Context: an optimization exercise on an open-source flow, tuned for small area, a short achievable clock period and few clock cycles. The choices shown serve that exercise and are no tape-out recipe.
Only simulation tests tie the RTL to the original design; equivalence was not proved.
Power and IR drop assume default switching activity.

**flow/flow/run.sh**
```bash
#!/bin/bash
set -euo pipefail
bash standard.sh SETUP_SLACK_MARGIN=7 MATCH_CELL_FOOTPRINT=0 \
  "BUFFER_PORTS_ARGS=-buffer_cell sky130_fd_sc_hd__buf_4" finish > standard_flow.log 2>&1
```
**flow/standard.sh**
```bash
#!/bin/bash
# synth_recipe.tcl (not shown) runs the flow's synth.tcl, then flattens the netlist and writes it again
# the make line also repeats each setting of config.mk as NAME=value (left out here)
make -C /OpenROAD-flow-scripts/flow DESIGN_CONFIG=/design/flow/config.mk WORK_HOME=/design/flow/orfs CLKGATE_MAP_FILE= SYNTH_SCRIPT=/design/flow/synth_recipe.tcl "${@:-finish}"
```
**flow/constraint.sdc**
```tcl
create_clock -name core_clock -period 15.0 [get_ports {clk}]
set_input_delay 3.0000 -clock core_clock [delete_from_list [all_inputs] [get_ports {clk}]]
set_output_delay 3.0000 -clock core_clock [all_outputs]
set_load 0.01 [all_outputs]
```
**flow/config.mk**
```make
export PLATFORM = sky130hd
export DESIGN_NAME = bbe
export DESIGN_NICKNAME = bbe
export VERILOG_FILES = /design/flow/design.v
export SDC_FILE = /design/flow/constraint.sdc
export NUM_CORES = 4
export LEC_CHECK = 0
export ABC_AREA = 1
export CAP_MARGIN = 20
export CELL_PAD_IN_SITES_DETAIL_PLACEMENT = 1
export CELL_PAD_IN_SITES_GLOBAL_PLACEMENT = 2
export CORE_MARGIN = 2
export CORE_UTILIZATION = 35
export GPL_ROUTABILITY_DRIVEN = 1
export PLACE_DENSITY = 0.5
export SETUP_SLACK_MARGIN = 5
export SLEW_MARGIN = 20
export TNS_END_PERCENT = 5
```
**flow/design.v**
```verilog
module bbe (
    input             clk,
    input             rst,         
    input             cmd_valid,   
    input      [31:0] cmd,
    input      [63:0] operand,
    output reg        rsp_valid,   
    output reg        rsp_ok,
    output     [63:0] result,
    output            fault_line,
    input      [5:0]  hrd_addr,    
    output     [7:0]  hrd_data
);
    localparam [2:0] F_ILLEGAL = 3'd1, F_MODE = 3'd2, F_OVERFLOW = 3'd3,
                     F_UNDERFLOW = 3'd4, F_DOMAIN = 3'd5, F_ALLOC = 3'd6;
    localparam [1:0] S_IDLE = 2'd0, S_PUT2 = 2'd1, S_GETV2 = 2'd2, S_COMP = 2'd3;
    reg [63:0] cache_q;
    reg [6:0]  free_q;
    reg        mode_q;        
    reg [3:0]  capw_q;        
    reg [3:0]  wposw_q;       
    reg [3:0]  rposw_q;       
    reg [2:0]  fault_q;
    reg [31:0] fcmd_q;
    reg [63:0] result_q;
    reg [63:0] store [0:7];
    reg [1:0]  state_q;
    reg        x64_q;         
    reg [2:0]  cdst_q;        
    reg [5:0]  mw_q;          
    reg        neg_q;         
    assign result     = result_q;
    assign fault_line = (fault_q != 3'd0);
    wire [63:0] hrd_word = store[hrd_addr[5:3]];
    assign hrd_data = hrd_word >> {hrd_addr[2:0], 3'b000};
    wire [63:0] next = store[rposw_q[2:0]];
    function [63:0] mask;      
        input [6:0] n;
        begin
            if (n[6]) mask = {64{1'b1}};
            else      mask = ~({64{1'b1}} << n[5:0]);
        end
    endfunction
    function [63:0] pre_or;    
        input [63:0] x;
        reg   [63:0] p1, p2, p4, p8, p16;
        begin
            p1     = x  | {x[62:0],  1'b0};
            p2     = p1 | {p1[61:0], 2'b0};
            p4     = p2 | {p2[59:0], 4'b0};
            p8     = p4 | {p4[55:0], 8'b0};
            p16    = p8 | {p8[47:0], 16'b0};
            pre_or = p16 | {p16[31:0], 32'b0};
        end
    endfunction
    function [63:0] negate;    
        input [63:0] x;
        reg   [63:0] p;
        begin
            p      = pre_or(x);
            negate = x ^ {p[62:0], 1'b0};
        end
    endfunction
    function [63:0] byterev;   
        input [63:0] x;
        input [1:0]  n;        
        begin
            case (n)
                2'd1:    byterev = {48'd0, x[7:0], x[15:8]};
                2'd2:    byterev = {32'd0, x[7:0], x[15:8], x[23:16], x[31:24]};
                2'd3:    byterev = {x[7:0], x[15:8], x[23:16], x[31:24],
                                    x[39:32], x[47:40], x[55:48], x[63:56]};
                default: byterev = {56'd0, x[7:0]};
            endcase
        end
    endfunction
    function [63:0] bitrev;
        input [63:0] x;
        integer j;
        begin
            for (j = 0; j < 64; j = j + 1) bitrev[j] = x[63 - j];
        end
    endfunction
    function [63:0] rotr;      
        input [63:0] x;
        input [5:0]  n;
        begin
            rotr = ({x, x} >> n);
        end
    endfunction
    function [6:0] bitlen;     
        input [63:0] m;
        reg   [63:0] up, top;
        begin
            up  = bitrev(pre_or(bitrev(m)));        
            top = m & ~{1'b0, up[63:1]};
            bitlen[0] = |(top & 64'h5555555555555555);
            bitlen[1] = |(top & 64'h6666666666666666);
            bitlen[2] = |(top & 64'h7878787878787878);
            bitlen[3] = |(top & 64'h7f807f807f807f80);
            bitlen[4] = |(top & 64'h7fff80007fff8000);
            bitlen[5] = |(top & 64'h7fffffff80000000);
            bitlen[6] = |(top & 64'h8000000000000000);
        end
    endfunction
    function [63:0] ge_mask;   
        input [7:0] q;
        begin
            if (q[7])      ge_mask = {64{1'b1}};
            else if (q[6]) ge_mask = 64'd0;
            else           ge_mask = {64{1'b1}} << q[5:0];
        end
    endfunction
    wire [7:0] op = cmd[7:0];
    wire is_putb  = (op == 8'h01);
    wire is_getb  = (op == 8'h02);
    wire is_putf  = (op[7:3] == 5'h02) && (op[2:0] != 3'd7);
    wire is_getf  = (op[7:3] == 5'h03) && (op[2:0] != 3'd7);
    wire is_putv  = (op[7:2] == 6'h08) && (op[1:0] != 2'd3);
    wire is_getv  = (op[7:2] == 6'h0A) && (op[1:0] != 2'd3);
    wire is_alloc = (op == 8'h30);
    wire is_flip  = (op == 8'h31);
    wire is_comp  = (op == 8'h32);
    wire is_rdreg = (op == 8'h33);
    wire is_put = is_putb | is_putf | is_putv;
    wire is_get = is_getb | is_getf | is_getv;
    wire is_v   = is_putv | is_getv;
    reg legal;
    always @(*) begin
        if (is_putb | is_getb)                 legal = (cmd[31:14] == 18'd0);
        else if (is_putf | is_getf)            legal = (cmd[31:9] == 23'd0);
        else if (is_v)                         legal = (cmd[31:11] == 21'd0) && (cmd[9:8] != 2'd3);
        else if (is_alloc | is_flip | is_comp) legal = (cmd[31:8] == 24'd0);
        else if (is_rdreg)                     legal = (cmd[31:11] == 21'd0);
        else                                   legal = 1'b0;
    end
    wire [6:0] bwidth = {1'b0, cmd[13:8]} + 7'd1;    
    wire       bo     = cmd[8];
    wire [1:0] sm     = cmd[9:8];                    
    wire       st     = cmd[10];                     
    wire [2:0] idx    = cmd[10:8];
    wire       sgn_f  = (sm == 2'd2);                
    reg [1:0] fsz;         
    always @(*) begin
        case (op[2:0])
            3'd0:         fsz = 2'd0;
            3'd1, 3'd2:   fsz = 2'd1;
            3'd3, 3'd5:   fsz = 2'd2;
            default:      fsz = 2'd3;
        endcase
    end
    wire [6:0] fwidth = 7'd8 << fsz;
    wire       fsigned = (op[2:0] == 3'd0) || (op[2:0] == 3'd2) || (op[2:0] == 3'd3);
    wire [1:0] vsz = op[1:0];
    reg  [6:0] vw;
    reg  [2:0] vl;
    always @(*) begin
        case (vsz)
            2'd0:    begin vw = 7'd16; vl = 3'd3; end
            2'd1:    begin vw = 7'd32; vl = 3'd4; end
            default: begin vw = 7'd64; vl = 3'd5; end
        endcase
    end
    wire [63:0] fm = bitrev(mask(free_q));
    reg [63:0] vval;        
    always @(*) begin
        case (vsz)
            2'd0:    vval = {{48{operand[15]}}, operand[15:0]};
            2'd1:    vval = {{32{operand[31]}}, operand[31:0]};
            default: vval = operand;
        endcase
    end
    wire        vneg    = vval[63];
    wire [63:0] vmag    = vneg ? negate(vval) : vval;
    wire        vdomain = vneg && (vmag == (64'd1 << (vw - 7'd1)));
    wire [6:0]  vbl     = bitlen(vmag);
    wire [6:0]  vn      = (vbl + 7'd3) >> 2;
    reg         vesc;
    always @(*) begin
        case ({st, vsz})
            3'b000:  vesc = |vmag[63:11];
            3'b001:  vesc = |vmag[63:26];
            3'b010:  vesc = |vmag[63:57];
            3'b100:  vesc = |vmag[63:8];
            3'b101:  vesc = |vmag[63:24];
            default: vesc = |vmag[63:28];
        endcase
    end
    wire [4:0]  pfx_v   = st ? vn[4:0] : vbl[5:1];
    wire [6:0]  hdr_c   = sgn_f ? {pfx_v, vneg, 1'b1} : {1'b0, pfx_v, 1'b1};
    wire [1:0]  hdr_e   = sgn_f ? {vneg, 1'b0} : 2'b00;
    wire [64:0] mag_a   = sgn_f ? {vmag, 1'b0} : {1'b0, vmag};
    reg  [64:0] mag_c;
    always @(*) begin
        if (st)               mag_c = {mag_a[61:0], 3'b000};
        else case (vsz)
            2'd0:             mag_c = {mag_a[61:0], 3'b000};
            2'd1:             mag_c = {mag_a[60:0], 4'b0000};
            default:          mag_c = {mag_a[59:0], 5'b00000};
        endcase
    end
    wire [65:0] putv_x  = vesc ? {mag_a, 1'b0} | {64'd0, hdr_e}
                               : {mag_c, 1'b0} | {59'd0, hdr_c};
    wire [6:0]  pf_w    = is_putb ? bwidth : fwidth;
    wire [63:0] pf_x    = ((is_putf & bo) ? byterev(operand, fsz) : operand) & mask(pf_w);
    wire [63:0] put_x   = is_putv ? putv_x[63:0] : pf_x;
    wire        put_x64 = is_putv & putv_x[64];
    wire [63:0] prot    = rotr(put_x, free_q[5:0]);
    wire [63:0] fm_low  = fm & ~{fm[62:0], 1'b0};           
    wire [63:0] put_lo  = cache_q | (prot & fm);
    wire [63:0] put_hi  = (prot & ~fm) | (put_x64 ? fm_low : 64'd0);
    wire [7:0]  F8      = {1'b0, free_q};
    wire        f_lt8   = (free_q < 7'd8);
    wire        f_lt16  = (free_q < 7'd16);
    wire        f_lt17  = (free_q < 7'd17);
    wire        f_lt32  = (free_q < 7'd32);
    wire        f_lt33  = (free_q < 7'd33);
    wire        f_lt64  = (free_q < 7'd64);
    wire        f_zero  = (free_q == 7'd0);
    wire [7:0]  qh5     = (F8 - 8'd5) | 8'd1;
    wire [7:0]  qh6     = (F8 - 8'd6) | 8'd1;
    wire [7:0]  qh7     = (F8 - 8'd7) | 8'd1;
    wire [7:0]  qh8     = (F8 - 8'd8) | 8'd1;
    wire [7:0]  qb0     = (F8 - 8'd4) & 8'hFC;
    wire [7:0]  qb1     = (F8 - 8'd5) & 8'hFC;
    reg  [7:0]  q_v;
    always @(*) begin
        if (st) q_v = sgn_f ? qb1 : qb0;
        else case ({sgn_f, vsz})
            3'b000:  q_v = qh5;
            3'b001:  q_v = qh6;
            3'b100:  q_v = qh6;
            3'b101:  q_v = qh7;
            3'b110:  q_v = qh8;
            default: q_v = qh7;
        endcase
    end
    wire        k1_vc   = q_v[7] | (|(vmag & ge_mask(q_v)));
    reg         k1_ve;
    always @(*) begin
        case (vsz)
            2'd0:    k1_ve = sgn_f ? f_lt17 : f_lt16;
            2'd1:    k1_ve = sgn_f ? f_lt33 : f_lt32;
            default: k1_ve = sgn_f | f_lt64;
        endcase
    end
    wire        k1_b    = ~fm[~cmd[13:8]];           
    reg         k1_f;                                
    always @(*) begin
        case (fsz)
            2'd0:    k1_f = f_lt8;
            2'd1:    k1_f = f_lt16;
            2'd2:    k1_f = f_lt32;
            default: k1_f = f_lt64;
        endcase
    end
    wire        put_k1  = is_putv ? (vesc ? k1_ve : k1_vc) : is_putb ? k1_b : k1_f;
    wire        put_k2  = is_putv & (vsz == 2'd2) & sgn_f & vesc & f_zero;
    wire        room1   = (wposw_q + 4'd1 <= capw_q);
    wire        room2   = (wposw_q + 4'd2 <= capw_q);
    wire        put_ovf = (put_k1 & ~room1) | (put_k2 & ~room2);
    wire [5:0]  F6      = free_q[5:0];
    wire [5:0]  fe4 = F6 - 6'd4, fe5 = F6 - 6'd5, fe6 = F6 - 6'd6, fe7 = F6 - 6'd7;
    wire [5:0]  fe16 = F6 - 6'd16, fe17 = F6 - 6'd17, fe32 = F6 - 6'd32, fe33 = F6 - 6'd33;
    wire [5:0]  fe1 = F6 - 6'd1;
    reg  [5:0]  fe_c, fe_e;
    always @(*) begin
        if (st) fe_c = sgn_f ? fe5 : fe4;                       
        else case ({sgn_f, vsz})                                
            3'b000:  fe_c = fe4;
            3'b001:  fe_c = fe5;
            3'b100:  fe_c = fe5;
            3'b101:  fe_c = fe6;
            3'b110:  fe_c = fe7;
            default: fe_c = fe6;
        endcase
        case (vsz)                                              
            2'd0:    fe_e = sgn_f ? fe17 : fe16;
            2'd1:    fe_e = sgn_f ? fe33 : fe32;
            default: fe_e = sgn_f ? fe1 : F6;
        endcase
    end
    wire [5:0]  pv_var  = st ? {vn[3:0], 2'b00} : (vbl[5:0] | 6'd1);
    wire [5:0]  pv_free = vesc ? fe_e : (fe_c - pv_var);
    wire [5:0]  pb_free = F6 + ~cmd[13:8];                     
    reg  [5:0]  pf_free;
    always @(*) begin
        case (fsz)
            2'd0:    pf_free = F6 - 6'd8;
            2'd1:    pf_free = fe16;
            2'd2:    pf_free = fe32;
            default: pf_free = F6;
        endcase
    end
    wire [6:0]  put_free = {1'b0, is_putv ? pv_free : is_putb ? pb_free : pf_free};
    wire [63:0] gm  = (cache_q & fm) | (next & ~fm);
    wire [63:0] S   = bitrev(rotr(bitrev(gm), free_q[5:0]));
    wire        getv2 = (state_q == S_GETV2);
    wire        g_flag  = S[0];
    wire        g_sign  = sgn_f & S[1];
    wire [6:0]  S_h     = sgn_f ? S[8:2] : S[7:1];
    wire [4:0]  g_lm    = (vsz == 2'd0) ? 5'h07 : (vsz == 2'd1) ? 5'h0f : 5'h1f;
    wire [4:0]  g_pfx   = S_h[4:0] & (st ? 5'h07 : g_lm);
    wire [2:0]  g_mpos  = 3'd1 + {2'd0, sgn_f} + (g_flag ? (st ? 3'd3 : vl) : 3'd0);
    wire [6:0]  g_mw    = !g_flag ? (vw - 7'd1)
                                  : (st ? {2'b00, g_pfx[2:0], 2'b00} : {1'b0, g_pfx, 1'b1});
    wire [6:0]  t_h30   = 7'd5 + {3'd0, S[3:1], 1'b0};
    wire [6:0]  t_h31   = 7'd6 + {3'd0, S[4:2], 1'b0};
    wire [6:0]  t_h40   = 7'd6 + {2'd0, S[4:1], 1'b0};
    wire [6:0]  t_h41   = 7'd7 + {2'd0, S[5:2], 1'b0};
    wire [6:0]  t_h50   = 7'd7 + {1'd0, S[5:1], 1'b0};
    wire [6:0]  t_h51   = 7'd8 + {1'd0, S[6:2], 1'b0};
    wire [6:0]  t_b0    = 7'd4 + {2'd0, S[3:1], 2'b0};
    wire [6:0]  t_b1    = 7'd5 + {2'd0, S[4:2], 2'b0};
    wire        k_h30 = t_h30 > free_q, k_h31 = t_h31 > free_q;
    wire        k_h40 = t_h40 > free_q, k_h41 = t_h41 > free_q;
    wire        k_h50 = t_h50 > free_q, k_h51 = t_h51 > free_q;
    wire        k_b0  = t_b0 > free_q,  k_b1  = t_b1 > free_q;
    wire        k2_h50 = f_zero & (t_h50 > 7'd64), k2_h51 = f_zero & (t_h51 > 7'd64);
    wire        big_h50 = (t_h50 > 7'd64), big_h51 = (t_h51 > 7'd64);
    reg  [6:0]  gv_t;
    reg         gv_k1, gv_k2, gv_big;
    always @(*) begin
        gv_k2  = 1'b0;
        gv_big = 1'b0;
        if (!g_flag) begin
            gv_t  = vw + {6'd0, sgn_f};
            gv_k1 = k1_ve;
            gv_k2 = (vsz == 2'd2) & sgn_f & f_zero;
            gv_big = (vsz == 2'd2) & sgn_f;
        end else if (st) begin
            gv_t  = sgn_f ? t_b1 : t_b0;
            gv_k1 = sgn_f ? k_b1 : k_b0;
        end else case (vsz)
            2'd0: begin
                gv_t  = sgn_f ? t_h31 : t_h30;
                gv_k1 = sgn_f ? k_h31 : k_h30;
            end
            2'd1: begin
                gv_t  = sgn_f ? t_h41 : t_h40;
                gv_k1 = sgn_f ? k_h41 : k_h40;
            end
            default: begin
                gv_t   = sgn_f ? t_h51 : t_h50;
                gv_k1  = sgn_f ? k_h51 : k_h50;
                gv_k2  = sgn_f ? k2_h51 : k2_h50;
                gv_big = sgn_f ? big_h51 : big_h50;
            end
        endcase
    end
    wire [2:0]  gx_p    = (is_getv & ~getv2) ? g_mpos : 3'd0;
    wire [6:0]  gx_w    = getv2 ? {1'b0, mw_q} : is_getb ? bwidth : is_getf ? fwidth : g_mw;
    wire [63:0] gval    = (S >> gx_p) & mask(gx_w);
    wire        gx_v    = getv2 | is_getv;
    wire        gx_neg  = getv2 ? neg_q : ((sm == 2'd1) | g_sign);
    wire [63:0] gneg    = (gx_v & gx_neg) ? negate(gval) : gval;
    wire [63:0] gbase   = gx_v ? gneg : ((is_getf & bo) ? byterev(gval, fsz) : gval);
    wire [1:0]  gx_e    = getv2 ? 2'd3 : is_getv ? vsz + 2'd1 : is_getf ? fsz : 2'd3;
    wire        gx_s    = gx_v | (is_getf & fsigned);
    reg         gsbit;
    always @(*) begin
        case (gx_e)
            2'd0:    gsbit = gbase[7];
            2'd1:    gsbit = gbase[15];
            2'd2:    gsbit = gbase[31];
            default: gsbit = gbase[63];
        endcase
    end
    wire [63:0] gemask  = mask(7'd8 << gx_e);
    wire [63:0] get_res = (gbase & gemask) | ((gx_s & gsbit) ? ~gemask : 64'd0);
    wire        rroom1  = (rposw_q + 4'd1 <= wposw_q);
    wire        rroom2  = (rposw_q + 4'd2 <= wposw_q);
    wire        get_k1f = is_getb ? k1_b : is_getf ? k1_f : gv_k1;     
    wire        get_k2f = is_getv & gv_k2;
    wire        get_unf = (get_k1f & ~rroom1) | (get_k2f & ~rroom2);
    wire        gbig    = is_getv & ~getv2 & gv_big;
    wire        k1_mw   = {1'b0, mw_q} > free_q;
    wire        k1_mp   = {4'd0, g_mpos} > free_q;
    wire        get_k1  = getv2 ? k1_mw : gbig ? k1_mp : get_k1f;
    wire [5:0]  get_t6  = getv2 ? mw_q : gbig ? {3'd0, g_mpos} :
                          is_getb ? cmd[13:8] + 6'd1 : is_getf ? fwidth[5:0] : gv_t[5:0];
    wire [6:0]  get_free = {1'b0, free_q[5:0] - get_t6};
    reg [63:0] rdreg_val;
    always @(*) begin
        case (idx)
            3'd0:    rdreg_val = cache_q;
            3'd1:    rdreg_val = {57'd0, free_q};
            3'd2:    rdreg_val = {63'd0, mode_q};
            3'd3:    rdreg_val = {61'd0, fault_q};
            3'd4:    rdreg_val = {32'd0, fcmd_q};
            3'd5:    rdreg_val = {57'd0, capw_q, 3'd0};
            3'd6:    rdreg_val = {57'd0, wposw_q, 3'd0};
            default: rdreg_val = {57'd0, rposw_q, 3'd0};
        endcase
    end
    wire refused   = (fault_q != 3'd0) && !((is_alloc || is_rdreg) && legal);
    wire mode_bad  = (is_put && mode_q) || (is_get && !mode_q);
    wire alloc_bad = is_alloc && ((|operand[63:7]) || (operand[6] && (|operand[5:0])));
    wire flip_pend = is_flip && !mode_q && (free_q != 7'd64);
    wire flip_ovf  = flip_pend && !room1;
    wire [3:0] alloc_capw = operand[6:3] + {3'd0, (operand[2:0] != 3'd0)};
    reg [2:0] fcode;       
    always @(*) begin
        if (!legal)                      fcode = F_ILLEGAL;
        else if (mode_bad)               fcode = F_MODE;
        else if (is_putv && vdomain)     fcode = F_DOMAIN;
        else if (alloc_bad)              fcode = F_ALLOC;
        else if (flip_ovf)               fcode = F_OVERFLOW;
        else if (is_put && put_ovf)      fcode = F_OVERFLOW;
        else if (is_get && get_unf)      fcode = F_UNDERFLOW;
        else                             fcode = 3'd0;
    end
    wire idle   = (state_q == S_IDLE);
    wire exec   = idle && cmd_valid && !refused && (fcode == 3'd0);
    wire comp_go   = exec && is_comp && mode_q && (rposw_q != 4'd0) && (rposw_q != wposw_q);
    wire comp_step = comp_go || (state_q == S_COMP);
    wire comp_last = (rposw_q + 4'd1 == wposw_q);
    wire        st_clr = exec && is_alloc;
    wire        st_we  = comp_step || (state_q == S_PUT2) ||
                         (exec && ((is_put && put_k1) || flip_pend));
    wire [2:0]  st_wa  = comp_step ? cdst_q : wposw_q[2:0];
    wire [63:0] st_wd  = st_clr ? 64'd0 :
                         comp_step ? next :
                         (idle && is_put) ? put_lo : cache_q;
    integer i;
    always @(posedge clk) begin
        for (i = 0; i < 8; i = i + 1)
            if (st_clr || (st_we && st_wa == i))
                store[i] <= st_wd;
    end
    always @(posedge clk) begin
        if (rst) begin
            state_q   <= S_IDLE;
            rsp_valid <= 1'b0;
            rsp_ok    <= 1'b0;
            cache_q   <= 64'd0;
            free_q    <= 7'd64;
            mode_q    <= 1'b0;
            capw_q    <= 4'd0;
            wposw_q   <= 4'd0;
            rposw_q   <= 4'd0;
            fault_q   <= 3'd0;
            fcmd_q    <= 32'd0;
            result_q  <= 64'd0;
            cdst_q    <= 3'd0;
            x64_q     <= 1'b0;
            mw_q      <= 6'd0;
            neg_q     <= 1'b0;
        end else begin
            rsp_valid <= 1'b0;
            case (state_q)
                S_IDLE: if (cmd_valid) begin
                    if (refused) begin
                        rsp_ok    <= 1'b0;
                        rsp_valid <= 1'b1;
                    end else if (fcode != 3'd0) begin
                        if (fault_q == 3'd0) begin
                            fault_q <= fcode;
                            fcmd_q  <= cmd;
                        end
                        rsp_ok    <= 1'b0;
                        rsp_valid <= 1'b1;
                    end else if (is_put) begin
                        cache_q <= put_k1 ? put_hi : put_lo;
                        free_q  <= put_free;
                        x64_q   <= put_x64;
                        if (put_k1) wposw_q <= wposw_q + 4'd1;
                        if (put_k2) state_q <= S_PUT2;
                        else begin
                            rsp_ok    <= 1'b1;
                            rsp_valid <= 1'b1;
                        end
                    end else if (is_get) begin
                        free_q   <= get_free;
                        if (get_k1) begin
                            cache_q <= next;
                            rposw_q <= rposw_q + 4'd1;
                        end
                        if (gbig) begin
                            mw_q    <= g_mw[5:0];
                            neg_q   <= gx_neg;
                            state_q <= S_GETV2;
                        end else begin
                            result_q  <= get_res;
                            rsp_ok    <= 1'b1;
                            rsp_valid <= 1'b1;
                        end
                    end else if (is_alloc) begin
                        capw_q    <= alloc_capw;
                        cache_q   <= 64'd0;
                        free_q    <= 7'd64;
                        mode_q    <= 1'b0;
                        wposw_q   <= 4'd0;
                        rposw_q   <= 4'd0;
                        fault_q   <= 3'd0;
                        fcmd_q    <= 32'd0;
                        rsp_ok    <= 1'b1;
                        rsp_valid <= 1'b1;
                    end else if (is_flip) begin
                        if (flip_pend) wposw_q <= wposw_q + 4'd1;
                        mode_q    <= 1'b1;
                        cache_q   <= 64'd0;
                        free_q    <= 7'd0;
                        rposw_q   <= 4'd0;
                        rsp_ok    <= 1'b1;
                        rsp_valid <= 1'b1;
                    end else if (is_comp) begin
                        if (comp_go) begin
                            rposw_q <= rposw_q + 4'd1;
                            if (comp_last) begin
                                wposw_q   <= 4'd1;
                                rposw_q   <= 4'd0;
                                rsp_ok    <= 1'b1;
                                rsp_valid <= 1'b1;
                            end else begin
                                cdst_q  <= 3'd1;
                                state_q <= S_COMP;
                            end
                        end else begin
                            if (mode_q) begin
                                wposw_q <= wposw_q - rposw_q;
                                rposw_q <= 4'd0;
                            end
                            rsp_ok    <= 1'b1;
                            rsp_valid <= 1'b1;
                        end
                    end else begin   
                        result_q  <= rdreg_val;
                        rsp_ok    <= 1'b1;
                        rsp_valid <= 1'b1;
                    end
                end
                S_PUT2: begin
                    cache_q   <= {63'd0, x64_q};
                    wposw_q   <= wposw_q + 4'd1;
                    rsp_ok    <= 1'b1;
                    rsp_valid <= 1'b1;
                    state_q   <= S_IDLE;
                end
                S_GETV2: begin
                    result_q  <= get_res;
                    free_q    <= get_free;
                    if (get_k1) begin
                        cache_q <= next;
                        rposw_q <= rposw_q + 4'd1;
                    end
                    rsp_ok    <= 1'b1;
                    rsp_valid <= 1'b1;
                    state_q   <= S_IDLE;
                end
                default: begin   
                    rposw_q <= rposw_q + 4'd1;
                    cdst_q  <= cdst_q + 3'd1;
                    if (comp_last) begin
                        wposw_q   <= {1'b0, cdst_q} + 4'd1;
                        rposw_q   <= 4'd0;
                        cdst_q    <= 3'd0;
                        rsp_ok    <= 1'b1;
                        rsp_valid <= 1'b1;
                        state_q   <= S_IDLE;
                    end
                end
            endcase
        end
    end
endmodule
```
==> flow_metrics.env, run 1 <==
export IMPL_grt_pass1_vias=93098
export IMPL_slowest_stage="nand2_1"
export IMPL_path_buf_inv=8
export IMPL_clockBufferDepth=3
export IMPL_syn_to_final_growth_pct=17.7
export IMPL_hold_viol=0
export IMPL_numCtsBuffers=85
export IMPL_start_util_pct=35.2
export IMPL_ir_worst_vdd_v=0.0000867
export IMPL_grt_max_degree=103
export IMPL_fp_coreArea_um2=209000
export IMPL_hold_path_class="reg2reg"
export IMPL_synth_distinct_cells=73
export IMPL_cts_hold_buf=0
export IMPL_async_flop_share_pct=0
export IMPL_drc=0
export IMPL_synth_xor_area_share_pct=0.773
export IMPL_post_route_period_util_pct=64.0
export IMPL_maxSlewHeadroom_pct=18.5
export IMPL_fmax_ghz=0.104
export IMPL_synth_area_per_cell_um2=5.94
export IMPL_yosysSeqAreaShare_pct=26.3
export IMPL_cts_root_buf="clkbuf_16"
export IMPL_cts_sinks=710
export IMPL_finalWirelength_um=537000
export IMPL_maxCapViolCount=0
export IMPL_detail_route_wl_per_cell_um=35.2
export IMPL_rows=168
export IMPL_crit_family="simple AND/OR/NAND/NOR gates"
export IMPL_criticalPathCategory="reg2reg"
export IMPL_finalClockSkew_ps=43.8
export IMPL_critPathCaptureType="flip-flop"
export IMPL_drv_slew=0
export IMPL_crit_path_start_kind="flip-flop"
export IMPL_h_tree_depth=3
export IMPL_first_pass_iters=8
export IMPL_arrival_ps=10290
export IMPL_clk_pin_slew_worst_paths_ps=60
export IMPL_vias=98996
export IMPL_ys_ff_latch=710
export IMPL_p_leak_nw=38.7
export IMPL_critical_path_max_stage_delay_ps=790
export IMPL_ys_flop_type="edfxtp_1"
export IMPL_portBuffers=179
export IMPL_synthesis_area_um2=73500
export IMPL_dpl_hpwl_um=389000
export IMPL_syn_nets=12632
export IMPL_worst_slew_pin_transition_ps=1210
export IMPL_power_mw=6.01
export IMPL_synth_cells=12384
export IMPL_cp_max_fo=58
export IMPL_synth_top_area_share_pct=20.9
export IMPL_synth_top_family_by_area="simple AND/OR/NAND/NOR gates"
export IMPL_critPathRequiredTime_ps=15690
export IMPL_fp_dieH_um=462
export IMPL_ios=180
export IMPL_yosysTopAreaCell="edfxtp_1"
export IMPL_status="finished clean"
export IMPL_fp_dieW_um=462
export IMPL_drive_gt1_share_pct=12.7
export IMPL_gp_congestion=1.14
export IMPL_powerDensity_nw_per_um2=69.5
export IMPL_rsz0062_at_grt="yes"
export IMPL_die_area_um2=214000
export IMPL_antenna_found_initial=41
export IMPL_final_setup_viol_count=0
export IMPL_grt_overflow=0
export IMPL_period_needed_ps=9600
export IMPL_clk_latency_ps=780
export IMPL_cp_common_cell="nand2_1"
export IMPL_synth_warnings=2
export IMPL_grt_pass1_wl_um=733000
export IMPL_via_per_inst=6.49
export IMPL_synth_compound_area_share_pct=19.5
export IMPL_synthTopCellsByArea="edfxtp_1, nand2_1, nand3_1"
export IMPL_rrSetupSlack_ps=5400
export IMPL_synth_edf_count=512
export IMPL_grt_util_all_layers_pct=47.7
export IMPL_dr_first_iter_drc_count=14789
export IMPL_yosys_area_share_simple_pct=40.0
export IMPL_finalNetCount=12618
export IMPL_synth_adder_area_share_pct=2.47
export IMPL_tns_ps=0
export IMPL_cts_tree="yes"
export IMPL_ant_nets=0
export IMPL_muxShareOfSynthArea_pct=0.340
-- layout make-up --
type,instances,area (um^2)
Timing Repair inverter,4,32.5
Antenna cell,20,50.0
Sequential cell,710,19400
Inverter,1261,4910
Tap cell,2805,3510
Fill cell,27629,123000
Clock buffer,105,2270
Multi-Input combinational cell,9739,50500
Timing Repair Buffer,569,5200
Clock inverter,49,652
-- state kept, by name, indices dropped and copies added, names as in the netlist, 6 cells and up --
register and cells:
cache_q 64, mw_q 6, result_q 64, store 512, free_q 7, fcmd_q 32
-- path summary, 6_finish.rpt --
kind | start | end | depth (start not counted)
worst max-delay path | free_q[2] | result_q[53] | 43
worst min-delay path | fcmd_q[16] | fcmd_q[16] | 2
worst max register to register | free_q[2] | result_q[53] | 43
worst min register to register | fcmd_q[16] | fcmd_q[16] | 2
-- synthesized netlist by cell type (all sizes together) (5+ instances only) --
cell type	number
clkinv	23
o32ai	6
o31ai	17
a211oi	20
a221oi	56
o211ai	100
or2	72
buf	311
dfxtp	198
o221ai	61
a22oi	42
nor2	1124
a32oi	7
a21o	5
nor4	30
xnor2	10
clkbuf	412
o21bai	13
nand2	3791
nor3	86
ha	139
o21a	13
nand3	1744
o2111ai	31
o311ai	6
o22ai	329
nand3b	13
xor2	54
a21boi	7
mux2i	25
a22o	5
nand4	119
a21oi	673
a2111oi	35
and2	7
inv	1238
a31oi	57
o41ai	12
o21ai	959
edfxtp	512
-- per-stage QoR --
step / std cells / util [%] / cell area (um^2) / hold slack (ps) / setup WS, ps
2_1_floorplan: 12384 / - / 73900 / 435 / 6950
3_3_place_gp: 14853 / 37.1 / 77600 / 442 / 2220
3_5_place_dp: 14853 / 37.1 / 77600 / 452 / 1990
4_1_cts: 15161 / 40.4 / 84400 / 464 / 5870
5_1_grt: 15246 / 41.4 / 86500 / 475 / 5300
6_report: 15262 / 41.4 / 86500 / 462 / 5400
-- worst min-delay path, delay by kind of cell, from the launching register on --
| family | cells | cell delay [ps] |
|---|---|---|
| compound gates | 1 | 50 |
| flops | 1 | 310 |
| simple gates | 1 | 60 |
-- kinds of logic (layout without fill, tap and decap cells) --
| group | after synthesis | in the layout |
|---|---|---|
| fa+ha+maj | 143 | 143 |
| flops | 710 | 710 |
| other cells | 0 | 20 |
| buf+inv | 1984 | 1988 |
| mux | 25 | 25 |
| xor+xnor | 64 | 64 |
| simple gates | 6991 | 7039 |
| compound gates | 2467 | 2468 |
-- layer usage --
metal  vias to the layer above  share of wire [%]  GRT usage [%]
li1                      41847                  -              -
met3                      1748                 12           13.2
met1                     48564                 39           61.1
met2                      6797                 40           67.4
met5                         -              0.086              0
met4                        40                9.5           36.8
-- cells in the final DEF, fill, tap and decap left out, drive strengths merged, types with 20 or more instances in the layout --
| master | instances |
|---|---|
| clkinvlp | 21 |
| o21ai | 959 |
| nand3 | 1745 |
| mux2i | 25 |
| nor4 | 30 |
| buf | 555 |
| nor2 | 1124 |
| a211oi | 20 |
| a2111oi | 35 |
| edfxtp | 512 |
| a21oi | 674 |
| a22oi | 42 |
| xor2 | 54 |
| clkinv | 46 |
| or2 | 72 |
| nand2 | 3838 |
| a221oi | 56 |
| diode | 20 |
| clkbuf | 119 |
| o221ai | 61 |
| nor3 | 86 |
| nand4 | 119 |
| o211ai | 100 |
| inv | 1237 |
| o2111ai | 31 |
| a31oi | 57 |
| dfxtp | 198 |
| o22ai | 329 |
| ha | 139 |
-- timing repair --
item	CTS	global route
gates resized for setup	555	359
endpoints found under the setup margin	1230	1230
cloned	57	10
buffers inserted	97	70
pin swaps	92	92
-- power by group --
group	total [mW]	internal (mW)	switching, mW
clock network	2.25	1.27	0.989
registers	2.14	2.11	0.0258
logic	1.62	0.393	1.23
total	6.01	3.77	2.24
Testbench counts, summed over its fixed seeds: cycles 7,977.
==> run 2: changes to the inputs <==
--- a/flow/design.v
+++ b/flow/design.v
@@ -202,7 +202,9 @@
     wire [65:0] putv_x  = vesc ? {mag_a, 1'b0} | {64'd0, hdr_e}
                                : {mag_c, 1'b0} | {59'd0, hdr_c};
     wire [6:0]  pf_w    = is_putb ? bwidth : fwidth;
-    wire [63:0] pf_x    = ((is_putf & bo) ? byterev(operand, fsz) : operand) & mask(pf_w);
+    wire [63:0] wmask;
+    wire [63:0] brv;
+    wire [63:0] pf_x    = ((is_putf & bo) ? brv : operand) & wmask;
     wire [63:0] put_x   = is_putv ? putv_x[63:0] : pf_x;
     wire        put_x64 = is_putv & putv_x[64];
     wire [63:0] prot    = rotr(put_x, free_q[5:0]);
@@ -350,11 +352,13 @@
     end
     wire [2:0]  gx_p    = (is_getv & ~getv2) ? g_mpos : 3'd0;
     wire [6:0]  gx_w    = getv2 ? {1'b0, mw_q} : is_getb ? bwidth : is_getf ? fwidth : g_mw;
-    wire [63:0] gval    = (S >> gx_p) & mask(gx_w);
+    wire [63:0] gval    = (S >> gx_p) & wmask;
+    assign      wmask   = mask(mode_q ? gx_w : pf_w);
+    assign      brv     = byterev(mode_q ? gval : operand, fsz);
     wire        gx_v    = getv2 | is_getv;
     wire        gx_neg  = getv2 ? neg_q : ((sm == 2'd1) | g_sign);
     wire [63:0] gneg    = (gx_v & gx_neg) ? negate(gval) : gval;
-    wire [63:0] gbase   = gx_v ? gneg : ((is_getf & bo) ? byterev(gval, fsz) : gval);
+    wire [63:0] gbase   = gx_v ? gneg : ((is_getf & bo) ? brv : gval);
     wire [1:0]  gx_e    = getv2 ? 2'd3 : is_getv ? vsz + 2'd1 : is_getf ? fsz : 2'd3;
     wire        gx_s    = gx_v | (is_getf & fsigned);
     reg         gsbit;
==> flow/flow/run.sh (replaced) <==
#!/bin/bash
set -euo pipefail
bash standard.sh SETUP_SLACK_MARGIN=6 \
  "BUFFER_PORTS_ARGS=-buffer_cell sky130_fd_sc_hd__buf_4" finish > standard_flow.log 2>&1
==> run 2 against run 1 <==
Compared with the run above: clock power down about 10%; cell count is 1.5% lower; clock skew rose by 6.1 ps.
==> flow_metrics.env, run 2 <==
export IMPL_numCtsBuffers=79
export IMPL_first_pass_iters=7
export IMPL_synth_warnings=2
export IMPL_post_route_period_util_pct=64.2
export IMPL_portBuffers=179
export IMPL_synthTopCellsByArea="edfxtp_1, nand2_1, nand3_1"
export IMPL_synth_edf_count=512
export IMPL_critPathCaptureType="primary output"
export IMPL_status="finished clean"
export IMPL_yosysSeqAreaShare_pct=26.6
export IMPL_worst_slew_pin_transition_ps=1320
export IMPL_rsz0062_at_grt="yes"
export IMPL_final_setup_viol_count=0
export IMPL_detail_route_wl_per_cell_um=38.1
export IMPL_synth_distinct_cells=77
export IMPL_reg2reg_to="store[3][15]"
export IMPL_async_flop_share_pct=0
export IMPL_cts_tree="yes"
export IMPL_r2r_start="rposw_q[1]"
export IMPL_finalWirelength_um=572000
export IMPL_start_util_pct=35.2
export IMPL_ys_ff_latch=710
export IMPL_place_ws_ps=1280
export IMPL_critPathRequiredTime_ps=12000
export IMPL_hold_ws_ps=464
export IMPL_h_tree_depth=3
export IMPL_reg2reg_depth=45
export IMPL_finalClockSkew_ps=49.9
export IMPL_hp_start="fcmd_q[3]"
export IMPL_fp_dieW_um=460
export IMPL_synthesis_area_um2=72700
export IMPL_layout_common_cells="nand2_1, nand3_1, nor2_1, o21ai_0, inv_1"
export IMPL_yosysMostFrequentCell="nand2_1"
export IMPL_grt_overflow=0
export IMPL_fmax_ghz=0.104
export IMPL_synth_cells=12041
export IMPL_hold_path_class="reg2reg"
export IMPL_period_needed_ps=9620
export IMPL_grt_max_degree=130
export IMPL_ir_worst_vdd_v=0.0000888
export IMPL_grt_pass1_vias=95048
export IMPL_fp_dieH_um=460
export IMPL_fin_area_um2=89200
export IMPL_cp_max_fo=43
export IMPL_dr_first_iter_drc_count=14734
export IMPL_maxCapViolCount=0
export IMPL_clockBufferDepth=3
export IMPL_synth_common_cells="nand2_1, nand3_1, nor2_1"
export IMPL_rrSetupSlack_ps=5440
export IMPL_antenna_found_initial=32
export IMPL_postPlaceCellArea_um2=76500
export IMPL_p_leak_nw=38.3
export IMPL_synth_top_area_share_pct=21.1
export IMPL_synth_area_per_cell_um2=6.04
export IMPL_gp_congestion=1.13
export IMPL_syn_to_final_growth_pct=22.7
export IMPL_drive_gt1_share_pct=16.9
export IMPL_tns_ps=0
export IMPL_via_per_inst=6.76
export IMPL_hold_viol=0
export IMPL_reg_largest_list="store x512, cache_q x64, result_q x64"
export IMPL_powerDensity_nw_per_um2=67.8
export IMPL_vias=101619
export IMPL_drc=0
export IMPL_largest_register_ffs=512
export IMPL_dpl_hpwl_um=413000
export IMPL_setup_slack_ps=5380
export IMPL_die_area_um2=211000
export IMPL_final_common_cell="nand2_1"
export IMPL_ys_flop_type="edfxtp_1"
export IMPL_cts_root_buf="clkbuf_16"
export IMPL_whs_path_depth=2
export IMPL_maxSlewHeadroom_pct=11.1
export IMPL_finalNetCount=12472
export IMPL_clk_latency_ps=760
export IMPL_drv_slew=0
export IMPL_yosysTopAreaCell="edfxtp_1"
export IMPL_grt_pass1_wl_um=762000
export IMPL_criticalPathCategory="in2out"
export IMPL_arrival_ps=6620
export IMPL_cts_hold_buf=0
export IMPL_crit_path_start_kind="input port"
export IMPL_hold_path_end="fcmd_q[3]"
export IMPL_top_register="store"
export IMPL_clk_pin_slew_worst_paths_ps=60
export IMPL_cts_sinks=710
export IMPL_ant_nets=0
export IMPL_syn_nets=12286
export IMPL_rows=167
export IMPL_grt_util_all_layers_pct=50.8
export IMPL_fin_util_pct=43.1
export IMPL_fp_coreArea_um2=207000
export IMPL_ios=180
## run 2: changes by cell type in the layout (fill, tap and decap cells not counted), sizes merged, moves of 22 or more
cell     previous run  this run
o211ai            100       153
nand3            1745      1987
a22oi              42        70
nand2            3838      3562
nand4             119       227
a2111oi            35        13
o21ai             959       990
a31oi              57        82
buf               555       823
o221ai             61        38
o22ai             329        84
inv              1237       861
a221oi             56       110
## run 2: worst max-delay path by stage
stage               slack (ps)  cells after the start   startpoint            to
finish                    5380                     15  hrd_addr[4]   hrd_data[1]
global route              5320                     50       cmd[0]  store[5][52]
CTS                       5750                     39       cmd[1]  store[0][17]
detailed placement        1280                     43       cmd[8]  store[4][44]
global placement          1320                     40       cmd[8]  store[1][44]
floorplan                 5800                     39       cmd[8]   store[4][0]
## run 2: where the power goes
| group | internal, mW | leakage, nW | switching (mW) |
|---|---|---|---|
| sequential | 2.11 | 6.39 | 0.0213 |
| combinational | 0.473 | 30.7 | 1.43 |
| clock | 1.07 | 1.21 | 0.953 |
| total | 3.65 | 38.3 | 2.40 |
## run 2: kinds of logic after synthesis
| family | synth area share (%) |
|---|---|
| AO/OA/AOI/OAI | 19.0 |
| flip-flops | 26.6 |
| buffers and inverters | 9.24 |
| adder cells (fa/ha/maj) | 2.45 |
| AND/OR/NAND/NOR | 41.9 |
| XOR/XNOR | 0.747 |
| multiplexers | 0.0963 |
## run 2: critical path: stages
cell      delay [ps]
buf_4            130
nor2_1           100
inv_1            100
nor2_1           100
buf_4            370
inv_4            200
buf_12           230
nor2_1           170
a221oi_1          80
nand4_1          140
a21oi_1           90
o21ai_1          780
o21ai_0          240
o22ai_2          510
buf_4            230
## run 2: stage by stage
stage	std cells	total power [mW]
after floorplan	12041	2.96
after global placement	14404	3.69
after detailed placement	14405	3.70
after CTS	14826	5.79
after global routing	15002	6.13
final	15026	6.05
## run 2: what timing repair did
| action | 4_1_cts | 5_1_grt |
|---|---|---|
| pin swaps | 118 | 135 |
| resized for setup | 820 | 628 |
| cloned | 32 | 17 |
| setup buffers | 243 | 152 |
| setup endpoints to repair | 1228 | 1229 |
## run 2: layer usage
metal,share of wire (%),vias up,GRT usage (%)
met4,12,16,47.8
met5,0.018,-,0
li1,-,41800,-
met1,35,49582,59.8
met2,41,7686,74.6
met3,11,2535,13.4
## run 2: area by class of cell
type                       instances  area [um^2]
tap                             2704         3380
timing repair buffer             843         8390
antenna                           30         75.1
timing repair inverter             2         20.0
clock buffer                      99         2070
fill                           26884       118000
inverter                         895         3640
sequential                       710        19400
clock inverter                    47          479
multi-input combinational       9696        51800
Testbench counts of run 2, summed over its fixed seeds: cycles 7,977.
==> run 3: changes to the inputs <==
==> flow/flow/run.sh (replaced) <==
#!/bin/bash
set -euo pipefail
bash standard.sh SETUP_SLACK_MARGIN=7 finish > standard_flow.log 2>&1
==> run 3 against run 2 <==
Compared with the run above: area after synthesis stayed put; the flow now stops in global routing (5_1_grt); synthesized cell count is the same.
==> flow_metrics.env, run 3 <==
export IMPL_place_ws_ps=1620
export IMPL_gp_congestion=1.09
export IMPL_syn_nets=12286
export IMPL_yosysSeqAreaShare_pct=26.6
export IMPL_stop_stage="global routing (5_1_grt)"
export IMPL_synth_common_cells="nand2_1, nand3_1, nor2_1"
export IMPL_ys_flop_type="edfxtp_1"
export IMPL_clockBufferDepth=3
export IMPL_ys_ff_latch=710
export IMPL_grt_util_all_layers_pct=70.3
export IMPL_start_util_pct=35.2
export IMPL_grt_overflow=156
export IMPL_error="[ERROR GRT-0232] Routing congestion too high. Check the congestion heatmap in the GUI."
export IMPL_crit_endpoint="hrd_data[2]"
export IMPL_cts_sinks=710
export IMPL_async_flop_share_pct=0
export IMPL_fp_dieW_um=460
export IMPL_synthTopCellsByArea="edfxtp_1, nand2_1, nand3_1"
export IMPL_dp_cells=14384
export IMPL_h_tree_depth=3
export IMPL_worst_endpoint_kind="top-level output"
export IMPL_synth_distinct_cells=77
export IMPL_synth_warnings=2
export IMPL_yosysMostFrequentCell="nand2_1"
export IMPL_synthesis_area_um2=72700
export IMPL_portBuffers=179
export IMPL_synth_edf_count=512
export IMPL_rows=167
export IMPL_synth_cells=12041
export IMPL_yosysTopAreaCell="edfxtp_1"
export IMPL_synth_area_per_cell_um2=6.04
export IMPL_dpl_hpwl_um=422000
export IMPL_cts_root_buf="clkbuf_16"
export IMPL_ios=180
export IMPL_status="did not finish"
export IMPL_synth_top_area_share_pct=21.1
export IMPL_grt_max_degree=133
export IMPL_antenna_found_initial=121
export IMPL_numCtsBuffers=79
export IMPL_fp_dieH_um=460
## run 3: cell families after synthesis
group / share of synthesized area, %
buffers and inverters: 9.24
AOI/OAI and AO/OA: 19.0
DFF: 26.6
adders and majority gates: 2.45
xor gates and xnor gates: 0.747
and+or+nand+nor: 41.9
muxes: 0.0963
## run 3: per-stage QoR
stage          cell area (um^2)  power [mW]  util [%]
2_1_floorplan             73200        2.97         -
3_3_place_gp              77000        3.73      37.2
4_1_cts                   89500        6.11      43.3
3_5_place_dp              77000        3.74      37.2
## run 3: layer usage
layer | GRT overflow | GRT usage [%]
met2 | 76 | 86.5
met3 | 3 | 52.0
met4 | 67 | 62.8
met1 | 10 | 74.5
met5 | 0 | 32.5
## run 3: power groups by stage
stage	logic, mW	registers (mW)	clock network (mW)
4_1_cts	1.86	2.13	2.12
3_3_place_gp	1.56	2.17	0
2_1_floorplan	0.803	2.16	0
3_5_place_dp	1.57	2.17	0
## run 3: worst max-delay path by stage
stage | to | slack, ps | cells past startpoint
floorplan | store[0][17] | 6600 | 37
detailed placement | store[3][27] | 1620 | 38
global placement | store[1][27] | 1820 | 39
CTS | hrd_data[7] | 5800 | 13
## run 3: repair_timing
item                                    in CTS
pin swaps                                  280
setup buffers                              342
gates resized for setup                   1417
hold endpoints to repair                     0
cloned                                      72
endpoints found under the setup margin    1230
hold buffers                                 0
==> run 4: changes to the inputs <==
--- a/flow/design.v
+++ b/flow/design.v
@@ -175,15 +175,28 @@
     wire        vdomain = vneg && (vmag == (64'd1 << (vw - 7'd1)));
     wire [6:0]  vbl     = bitlen(vmag);
     wire [6:0]  vn      = (vbl + 7'd3) >> 2;
+    function esc_at;
+        input [63:0] v;
+        input [5:0]  k;
+        reg   [63:0] hi, lo;
+        begin
+            hi = {64{1'b1}} << k;
+            lo = ~hi;
+            if (v[63]) esc_at = ~((&(v | lo)) & (|(v & lo)));
+            else       esc_at = |(v & hi);
+        end
+    endfunction
+    wire        esc_h16 = esc_at(vval, 6'd11), esc_h32 = esc_at(vval, 6'd26), esc_h64 = esc_at(vval, 6'd57);
+    wire        esc_b16 = esc_at(vval, 6'd8),  esc_b32 = esc_at(vval, 6'd24), esc_b64 = esc_at(vval, 6'd28);
     reg         vesc;
     always @(*) begin
         case ({st, vsz})
-            3'b000:  vesc = |vmag[63:11];
-            3'b001:  vesc = |vmag[63:26];
-            3'b010:  vesc = |vmag[63:57];
-            3'b100:  vesc = |vmag[63:8];
-            3'b101:  vesc = |vmag[63:24];
-            default: vesc = |vmag[63:28];
+            3'b000:  vesc = esc_h16;
+            3'b001:  vesc = esc_h32;
+            3'b010:  vesc = esc_h64;
+            3'b100:  vesc = esc_b16;
+            3'b101:  vesc = esc_b32;
+            default: vesc = esc_b64;
         endcase
     end
     wire [4:0]  pfx_v   = st ? vn[4:0] : vbl[5:1];
@@ -415,13 +428,17 @@
         else                             fcode = 3'd0;
     end
     wire idle   = (state_q == S_IDLE);
-    wire exec   = idle && cmd_valid && !refused && (fcode == 3'd0);
+    wire accept = idle && cmd_valid;
+    wire put_go = accept && is_put && (fault_q == 3'd0) && legal && !mode_q &&
+                  !(is_putv && vdomain) && !put_ovf;
+    wire get_go = accept && is_get && (fault_q == 3'd0) && legal && mode_q && !get_unf;
+    wire exec   = accept && !is_put && !is_get && !refused && legal && !alloc_bad && !flip_ovf;
     wire comp_go   = exec && is_comp && mode_q && (rposw_q != 4'd0) && (rposw_q != wposw_q);
     wire comp_step = comp_go || (state_q == S_COMP);
     wire comp_last = (rposw_q + 4'd1 == wposw_q);
     wire        st_clr = exec && is_alloc;
     wire        st_we  = comp_step || (state_q == S_PUT2) ||
-                         (exec && ((is_put && put_k1) || flip_pend));
+                         (put_go && put_k1) || (exec && flip_pend);
     wire [2:0]  st_wa  = comp_step ? cdst_q : wposw_q[2:0];
     wire [63:0] st_wd  = st_clr ? 64'd0 :
                          comp_step ? next :
@@ -454,17 +471,7 @@
             rsp_valid <= 1'b0;
             case (state_q)
                 S_IDLE: if (cmd_valid) begin
-                    if (refused) begin
-                        rsp_ok    <= 1'b0;
-                        rsp_valid <= 1'b1;
-                    end else if (fcode != 3'd0) begin
-                        if (fault_q == 3'd0) begin
-                            fault_q <= fcode;
-                            fcmd_q  <= cmd;
-                        end
-                        rsp_ok    <= 1'b0;
-                        rsp_valid <= 1'b1;
-                    end else if (is_put) begin
+                    if (put_go) begin
                         cache_q <= put_k1 ? put_hi : put_lo;
                         free_q  <= put_free;
                         x64_q   <= put_x64;
@@ -474,7 +481,7 @@
                             rsp_ok    <= 1'b1;
                             rsp_valid <= 1'b1;
                         end
-                    end else if (is_get) begin
+                    end else if (get_go) begin
                         free_q   <= get_free;
                         if (get_k1) begin
                             cache_q <= next;
@@ -489,6 +496,16 @@
                             rsp_ok    <= 1'b1;
                             rsp_valid <= 1'b1;
                         end
+                    end else if (refused) begin
+                        rsp_ok    <= 1'b0;
+                        rsp_valid <= 1'b1;
+                    end else if (fcode != 3'd0) begin
+                        if (fault_q == 3'd0) begin
+                            fault_q <= fcode;
+                            fcmd_q  <= cmd;
+                        end
+                        rsp_ok    <= 1'b0;
+                        rsp_valid <= 1'b1;
                     end else if (is_alloc) begin
                         capw_q    <= alloc_capw;
                         cache_q   <= 64'd0;
==> flow/run.sh (new file) <==
#!/bin/bash
# synth_recipe.tcl (not shown) runs the flow's synth.tcl, then flattens the netlist and writes it again
# the make line also repeats each setting of config.mk as NAME=value (left out here)
make -C /OpenROAD-flow-scripts/flow DESIGN_CONFIG=/design/flow/config.mk WORK_HOME=/design/flow/orfs CLKGATE_MAP_FILE= SYNTH_SCRIPT=/design/flow/synth_recipe.tcl finish
removed: flow/flow/run.sh
removed: flow/standard.sh
==> run 4 against run 3 <==
Compared with the run above: the run now finishes clean; synthesized cell count rose by 0.44%; area after synthesis about the same.
==> flow_metrics.env, run 4 <==
export IMPL_finalWirelength_um=581000
export IMPL_fin_util_pct=40.4
export IMPL_cts_tree="yes"
export IMPL_startpoint="hrd_addr[5]"
export IMPL_ys_flop_type="edfxtp_1"
export IMPL_tns_ps=0
export IMPL_clockBufferDepth=3
export IMPL_clk_pin_slew_worst_paths_ps=60
export IMPL_pwr_share_comb_pct=27.8
export IMPL_reg2reg_to="store[4][5]"
export IMPL_period_needed_ps=10360
export IMPL_async_flop_share_pct=0
export IMPL_cts_root_buf="clkbuf_16"
export IMPL_worst_slew_pin_transition_ps=1370
export IMPL_postPlaceCellArea_um2=77200
export IMPL_arrival_ps=7360
export IMPL_grt_busiest_layer="met2"
export IMPL_cts_sinks=710
export IMPL_power_internal_mw=3.68
export IMPL_numCtsBuffers=82
export IMPL_final_common_cell="nand2_1"
export IMPL_crit_path_start_kind="input port"
export IMPL_powerDensity_nw_per_um2=71.8
export IMPL_synth_area_per_cell_um2=6.01
export IMPL_drv_slew=0
export IMPL_top_register="store"
export IMPL_fin_area_um2=83500
export IMPL_gp_congestion=1.11
export IMPL_reg2reg_depth=39
export IMPL_grt_pass1_wl_um=786000
export IMPL_whs_path_depth=2
export IMPL_critPathCapture="hrd_data[6]"
export IMPL_cp_max_fo=29
export IMPL_ant_nets=0
export IMPL_yosysSeqAreaShare_pct=26.6
export IMPL_grt_util_met2_pct=76.2
export IMPL_start_util_pct=35.2
export IMPL_yosysTopAreaCell="edfxtp_1"
export IMPL_syn_to_final_growth_pct=14.8
export IMPL_maxSlewHeadroom_pct=8.98
export IMPL_p_leak_nw=35.3
export IMPL_post_route_period_util_pct=69.0
export IMPL_r2r_start="free_q[3]"
export IMPL_die_area_um2=211000
export IMPL_clk_latency_ps=830
export IMPL_rrSetupSlack_ps=4670
export IMPL_antenna_found_initial=61
export IMPL_dpl_hpwl_um=441000
export IMPL_hold_path_class="reg2reg"
export IMPL_synthesis_area_um2=72700
export IMPL_synth_distinct_cells=83
export IMPL_ys_ff_latch=710
export IMPL_p_sw_mw=2.32
export IMPL_cts_hold_buf=0
export IMPL_critPathRequiredTime_ps=12000
export IMPL_rsz0062_at_grt="yes"
export IMPL_criticalPathCategory="in2out"
export IMPL_setup_slack_ps=4640
export IMPL_synth_warnings=2
export IMPL_reg_largest_list="store x512, cache_q x64, result_q x64"
export IMPL_clkPwrFrac_pct=36.7
export IMPL_synthTopCellsByArea="edfxtp_1, nand2_1, nand3_1"
export IMPL_grt_use_met1_pct=61.5
export IMPL_vias=100679
export IMPL_grt_max_degree=87
export IMPL_h_tree_depth=3
export IMPL_grt_util_all_layers_pct=52.7
export IMPL_fmax_ghz=0.0965
export IMPL_fp_coreArea_um2=207000
export IMPL_grt_pass1_vias=96854
export IMPL_hold_ws_ps=463
export IMPL_dp_cells=14499
export IMPL_layout_common_cells="nand2_1, nand3_1, nor2_1, inv_1, o21ai_0"
export IMPL_syn_nets=12339
export IMPL_final_setup_viol_count=0
export IMPL_status="finished clean"
export IMPL_place_ws_ps=1300
export IMPL_fp_dieH_um=460
export IMPL_hold_viol=0
export IMPL_dr_first_iter_drc_count=15528
export IMPL_ios=180
export IMPL_fp_dieW_um=460
export IMPL_first_pass_iters=6
export IMPL_synth_edf_count=512
export IMPL_synth_top_area_share_pct=21.2
export IMPL_yosysMostFrequentCell="nand2_1"
export IMPL_via_per_inst=6.80
export IMPL_grt_overflow=0
export IMPL_detail_route_wl_per_cell_um=39.3
export IMPL_largest_register_ffs=512
export IMPL_synth_cells=12094
export IMPL_power_frac_seq_pct=35.6
export IMPL_critPathCaptureType="primary output"
export IMPL_layout_cells_non_filler=14804
export IMPL_finalClockSkew_ps=125
export IMPL_synth_common_cells="nand2_1, nand3_1, nor2_1"
export IMPL_drc=0
export IMPL_power_mw=5.99
export IMPL_portBuffers=179
export IMPL_finalNetCount=12237
export IMPL_maxCapViolCount=0
export IMPL_ir_worst_vdd_v=0.000107
export IMPL_rows=167
export IMPL_switching_share_pct=38.6
export IMPL_drive_gt1_share_pct=8.58
export IMPL_use_met3_pct=16.6
==> run 4: how the worst min path moves through the flow <==
stage                             from           end  slack, ps
after floorplan              capw_q[2]     capw_q[2]        440
after global placement    result_q[52]  result_q[52]        450
after detailed placement  result_q[36]  result_q[36]        460
after CTS                 result_q[36]  result_q[36]        470
after global routing      result_q[21]  result_q[21]        480
final                     result_q[36]  result_q[36]        460
==> run 4: power by group through the flow <==
stage	Sequential, mW	Combinational, mW	Clock [mW]
floorplan	2.16	0.732	0
finish	2.13	1.66	2.20
global placement	2.17	1.46	0
global route	2.13	1.68	2.24
CTS	2.13	1.53	2.17
detailed placement	2.17	1.46	0
==> run 4: per-layer routing <==
layer | wire, um | share of wire [%]
met1 | 206000 | 35
met2 | 235000 | 40
met3 | 70300 | 12
met4 | 69300 | 12
met5 | 461 | 0.079
==> run 4: kinds of logic (layout without fill, tap and decap cells) <==
group	Yosys count	after routing	synth area share, %
buffers and inverters	1745	1695	9.52
other	0	43	0
and+or+nand+nor	7215	7228	42.6
xor gates and xnor gates	63	63	0.770
AOI/OAI and AO/OA	2214	2214	17.9
DFF	710	710	26.6
adders and majority gates	140	140	2.45
muxes	7	7	0.0964
==> run 4: worst max-delay path, stage by stage <==
cell and delay (ps):
clkdlybuf4s50_1 590, inv_1 170, nor3_2 210, buf_4 370, buf_4 620, nand2_1 110, nand2_1 110, a221oi_1 60
o2111ai_1 110, a21oi_1 80, o221ai_1 910, a32o_1 350, clkdlybuf4s50_1 560
==> run 4: what timing repair did <==
action                      CTS  global route
buffers inserted             43            51
pin swaps                    22            28
setup endpoints to repair  1226          1220
gates cloned                 15             3
resized for setup           329           224
==> run 4: cell type report <==
| type | count | area, um^2 |
|---|---|---|
| multi-input cells | 9652 | 48800 |
| inverters | 1024 | 3980 |
| diodes | 43 | 108 |
| clock inverters | 47 | 632 |
| well taps | 2704 | 3380 |
| flip-flops and latches | 710 | 19400 |
| fillers | 26978 | 123000 |
| clock buffers | 102 | 2190 |
| repair inverters | 2 | 12.5 |
| repair buffers | 520 | 4990 |
Testbench counts of run 4, summed over its fixed seeds: cycles 7,977.

-- afterwards: timing with drivers on the ports --
In the flow no input, the clock included, has a driving cell. The finished layouts below were timed again as built, in two steps. Step 1 (the two cells are an assumption about what drives the block):
set clk [get_ports {clk}]
set_driving_cell -lib_cell sky130_fd_sc_hd__clkbuf_16 $clk
set_driving_cell -lib_cell sky130_fd_sc_hd__buf_2 [delete_from_list [all_inputs] $clk]
Step 2, shift: input delay + t, output delay - t, t = (earliest + latest rising clock arrival at the registers) / 2. This alone moves slack from input paths to output paths. Slacks: ideal / step 1 / step 2; pairs: ideal / step 1.
run	shift t [ns]	slack for setup (ns)	hold slack, ns
run 1	0.860	5.401 / 5.401 / 4.751	0.462 / 0.462 / 0.462
run 2	0.818	5.375 / 5.320 / 4.512	0.464 / 0.464 / 0.464
run 4	0.875	4.643 / 4.545 / 3.944	0.463 / 0.463 / 0.463
After both steps every run listed still meets setup and hold. For run 2, which loses most, drivers alone change the setup slack by -0.055 ns; drivers and shift together by -0.863 ns.
